Context: an optimization exercise on an open-source flow, tuned for small area, a short achievable clock period and few clock cycles. The choices shown serve that exercise and are no tape-out recipe.
The RTL was checked by simulation tests, not by an equivalence proof against the original design.
Power and IR drop assume default switching activity.

## elf_cu
module elf_cu (
    input  wire        clk,
    input  wire        rst,
    input  wire        in_valid,
    output wire        in_ready,
    input  wire [1:0]  in_op,
    input  wire [63:0] in_data,
    input  wire [6:0]  in_nbits,
    output wire        out_valid,
    input  wire        out_ready,
    output wire [63:0] out_data,
    output wire        out_last,
    output wire [3:0]  out_bytes
);
    localparam [63:0] END_SIGN = 64'h7FF8000000000000;
    localparam [1:0] OP_ADD     = 2'd0;
    localparam [1:0] OP_CLOSE   = 2'd1;
    localparam [1:0] OP_PUTBITS = 2'd2;
    localparam [1:0] OP_REFRESH = 2'd3;
    function [6:0] ctz64;
        input [63:0] a;
        reg [63:0] pre;    
        reg [63:0] oh;     
        reg [5:0]  n;
        begin
            pre = a;
            pre = pre | (pre << 1);
            pre = pre | (pre << 2);
            pre = pre | (pre << 4);
            pre = pre | (pre << 8);
            pre = pre | (pre << 16);
            pre = pre | (pre << 32);
            oh = a & ~(pre << 1);
  ...
clock: 11.0 ns
lec_check: 0
cap_margin: 20
core_margin: 2
core_utilization: 40
slew_margin: 20
standard.sh (not shown) runs the stock make flow with config.mk's settings and CLKGATE_MAP_FILE= SYNTH_SCRIPT=/design/flow/synth_recipe.tcl, a recipe that flattens the netlist after the stock synthesis.
==> flow/flow/run.sh <==
#!/bin/bash
# Standard layout with: timing repair aiming for SETUP_SLACK_MARGIN ns of setup slack (a
# shorter period than the 11 ns clock; constraints unchanged), buf_2 as the port buffers,
# and a clock tree of clkbuf_8 without dummy loads.
set -euo pipefail
bash standard.sh SETUP_SLACK_MARGIN=7.58 \
  "BUFFER_PORTS_ARGS=-buffer_cell sky130_fd_sc_hd__buf_2" \
  "CTS_ARGS=-sink_clustering_enable -repair_clock_nets -dont_use_dummy_load -buf_list sky130_fd_sc_hd__clkbuf_8 -sink_clustering_size 16 -sink_clustering_max_diameter 60" \
  finish > standard_flow.log 2>&1
Testbench counts at the start, summed over its fixed seeds: cycles 39,274.
Rerun with:
--- a/flow/flow/run.sh
+++ b/flow/flow/run.sh
@@ -5,3 +5,3 @@
 set -euo pipefail
-bash standard.sh SETUP_SLACK_MARGIN=7.58 \
+bash standard.sh SETUP_SLACK_MARGIN=7.42 \
   "BUFFER_PORTS_ARGS=-buffer_cell sky130_fd_sc_hd__buf_2" \
After rerunning:
- The new run ran to the end with no violations
- core utilization goes down by 0.66 points
- routed wire length came out lower by 5.7%
- clock-buffer cell count falls by 1
- hold slack loses 39 ps
- synthesized area is unchanged
- global-route usage drops by 1.2 points
- first-iteration DRC count goes down by about 20%
- design area goes down by 1.5%
- clock power went down by about 4%
- die area does not change
Rerun with:
--- a/flow/flow/run.sh
+++ b/flow/flow/run.sh
@@ -5,3 +5,3 @@
 set -euo pipefail
-bash standard.sh SETUP_SLACK_MARGIN=7.42 \
+bash standard.sh SETUP_SLACK_MARGIN=7.66 \
   "BUFFER_PORTS_ARGS=-buffer_cell sky130_fd_sc_hd__buf_2" \
- critical path depth drops by 7
- via count climbs by a few percent
- clock-buffer cell count climbs by 1
- die area does not change

== lane 1 ==
elf_cu again, from the RTL that the note above started with.
Design elf_cu, start of the top module:
module elf_cu (
    input  wire        clk,
    input  wire        rst,
    input  wire        in_valid,
    output wire        in_ready,
    input  wire [1:0]  in_op,
    input  wire [63:0] in_data,
    input  wire [6:0]  in_nbits,
    output wire        out_valid,
    input  wire        out_ready,
    output wire [63:0] out_data,
    output wire        out_last,
    output wire [3:0]  out_bytes
);
    localparam [63:0] END_SIGN = 64'h7FF8000000000000;
    localparam [1:0] OP_ADD     = 2'd0;
    localparam [1:0] OP_CLOSE   = 2'd1;
    localparam [1:0] OP_PUTBITS = 2'd2;
    localparam [1:0] OP_REFRESH = 2'd3;
    function [6:0] ctz64;
        input [63:0] a;
        reg [63:0] pre;    
        reg [63:0] oh;     
        reg [5:0]  n;
        begin
            pre = a;
            pre = pre | (pre << 1);
            pre = pre | (pre << 2);
            pre = pre | (pre << 4);
            pre = pre | (pre << 8);
            pre = pre | (pre << 16);
            pre = pre | (pre << 32);
            oh = a & ~(pre << 1);
            n[0] = |(oh & 64'hAAAAAAAAAAAAAAAA);
            n[1] = |(oh & 64'hCCCCCCCCCCCCCCCC);
            n[2] = |(oh & 64'hF0F0F0F0F0F0F0F0);
            n[3] = |(oh & 64'hFF00FF00FF00FF00);
            n[4] = |(oh & 64'hFFFF0000FFFF0000);
            n[5] = |(oh & 64'hFFFFFFFF00000000);
            ctz64 = pre[63] ? {1'b0, n} : 7'd64;
        end
    endfunction
    function [2:0] lzcode;
        input [63:0] a;
        begin
            if (a[63:40] == 24'd0)      lzcode = 3'd7;
            else if (a[63:42] == 22'd0) lzcode = 3'd6;
            else if (a[63:44] == 20'd0) lzcode = 3'd5;
            else if (a[63:46] == 18'd0) lzcode = 3'd4;
            else if (a[63:48] == 16'd0) lzcode = 3'd3;
            else if (a[63:52] == 12'd0) lzcode = 3'd2;
  ...
clock: 11.0 ns
lec_check: 0
cap_margin: 20
core_margin: 2
core_utilization: 40
slew_margin: 20
==> flow/flow/run.sh <==
#!/bin/bash
# Standard layout with: timing repair aiming for SETUP_SLACK_MARGIN ns of setup slack (a
# shorter period than the 11 ns clock; constraints unchanged), buf_2 as the port buffers,
# and a clock tree without dummy loads, clustered into larger leaf groups.
set -euo pipefail
bash standard.sh SETUP_SLACK_MARGIN=7.5 \
  "BUFFER_PORTS_ARGS=-buffer_cell sky130_fd_sc_hd__buf_2" \
  "CTS_ARGS=-sink_clustering_enable -repair_clock_nets -dont_use_dummy_load -sink_clustering_size 24 -sink_clustering_max_diameter 80" \
  finish > standard_flow.log 2>&1
Lane 1: full flow OK, the timing, design-rule and antenna checks passed
Testbench counts of lane 1, summed over its fixed seeds: cycles 39,274.
## Diff of input files: lane 2 against lane 1
==> flow/flow/run.sh <==
#!/bin/bash
# Standard layout with: timing repair aiming for SETUP_SLACK_MARGIN ns of setup slack (a
# shorter period than the 11 ns clock; constraints unchanged), buf_2 as the port buffers,
# and a clock tree of clkbuf_8 without dummy loads.
set -euo pipefail
bash standard.sh SETUP_SLACK_MARGIN=7.5 \
  "BUFFER_PORTS_ARGS=-buffer_cell sky130_fd_sc_hd__buf_2" \
  "CTS_ARGS=-sink_clustering_enable -repair_clock_nets -dont_use_dummy_load -buf_list sky130_fd_sc_hd__clkbuf_8 -sink_clustering_size 16 -sink_clustering_max_diameter 60" \
  finish > standard_flow.log 2>&1
[summary]
- Looking only at signal arrival time at the worst endpoint, and setting everything else aside, the lower value of lane 1 and lane 2 goes to lane 2.
- Re maximum fanout encountered on the critical timing path: lane 2 is 41 down on lane 1.
- Final cell area: lane 2 below lane 1
- Reported for lane 1 and lane 2, number of clock sinks turned out identical to the last digit.
- Diff lane 2..lane 1 | worst setup slack | negligible
- Power on lane 2 is ahead of lane 1.
- Per the comparison of lane 2 with lane 1, clock-pin slew reported for the worst setup and hold paths after clock tree synthesis has increased, portion of total power attributed to the clock network fell 2.4 points.
Modified inputs, lane 3 compared to lane 2
Settings: PLACE_DENSITY: unset -> 0.7.
-- flow/flow/run.sh --
<<< lane 2, line 5
set -euo pipefail
bash standard.sh SETUP_SLACK_MARGIN=7.5 \
  "BUFFER_PORTS_ARGS=-buffer_cell sky130_fd_sc_hd__buf_2" \
>>> lane 3, line 5
set -euo pipefail
bash standard.sh SETUP_SLACK_MARGIN=7.58 \
  "BUFFER_PORTS_ARGS=-buffer_cell sky130_fd_sc_hd__buf_2" \
Results
Run comparison: lane 2 uppermost metal layer occupied by signal nets met4; lane 3 uppermost metal layer occupied by signal nets met5
Post-layout minimum cycle time delta (lane 3 − lane 2): unfavourable
Cmp lane 3 vs lane 2: count of plain and timing-repair buffers lower in lane 3
Wire length (lane 3 vs. lane 2) decreases by a few percent
Status: final cycle utilization of the critical path parity (lane 2, lane 3)
Cmp lane 3 vs lane 2: wire length of the first global-routing pass lower in lane 3
Status: multi-input gate count parity (lane 2, lane 3)
Diff lane 3 and lane 2: count of clock-buffer cells in the layout higher in lane 3

## re-timing with driven ports
The results above use ideal ports. As a check the final layouts listed here were re-extracted and re-timed, cells and wires unchanged.
Step 1 sets driving cells, clkbuf_16 on the clock port and buf_2 on the other inputs (assumed; they add their load-dependent delay and slew).
Step 2 times the ports against the registers' clock, not the clock port: input delays grow and output delays shrink by t, the midpoint of the rising clock arrivals with the driver on.
a / b / c = ideal / step 1 / step 2; a / b = the first two.
run	t, ns	setup WS [ns]	worst slew at a driven data input, ns	cell pins on the clock port's net
the first run of note 1	0.720	7.542 / 7.484 / 7.065	0.07	1
the second run of note 1	0.692	7.466 / 7.463 / 6.938	0.07	1
the third run of note 1	0.721	7.446 / 7.386 / 7.067	0.08	1
lane 1	0.620	7.523 / 7.491 / 7.077	0.07	1
lane 2	0.703	7.521 / 7.463 / 6.946	0.06	1
lane 3	0.712	7.508 / 7.452 / 6.948	0.08	1
After both steps every run listed still meets setup and hold. For lane 2, which loses most, drivers alone change the setup slack by -0.058 ns; drivers and shift together by -0.575 ns.
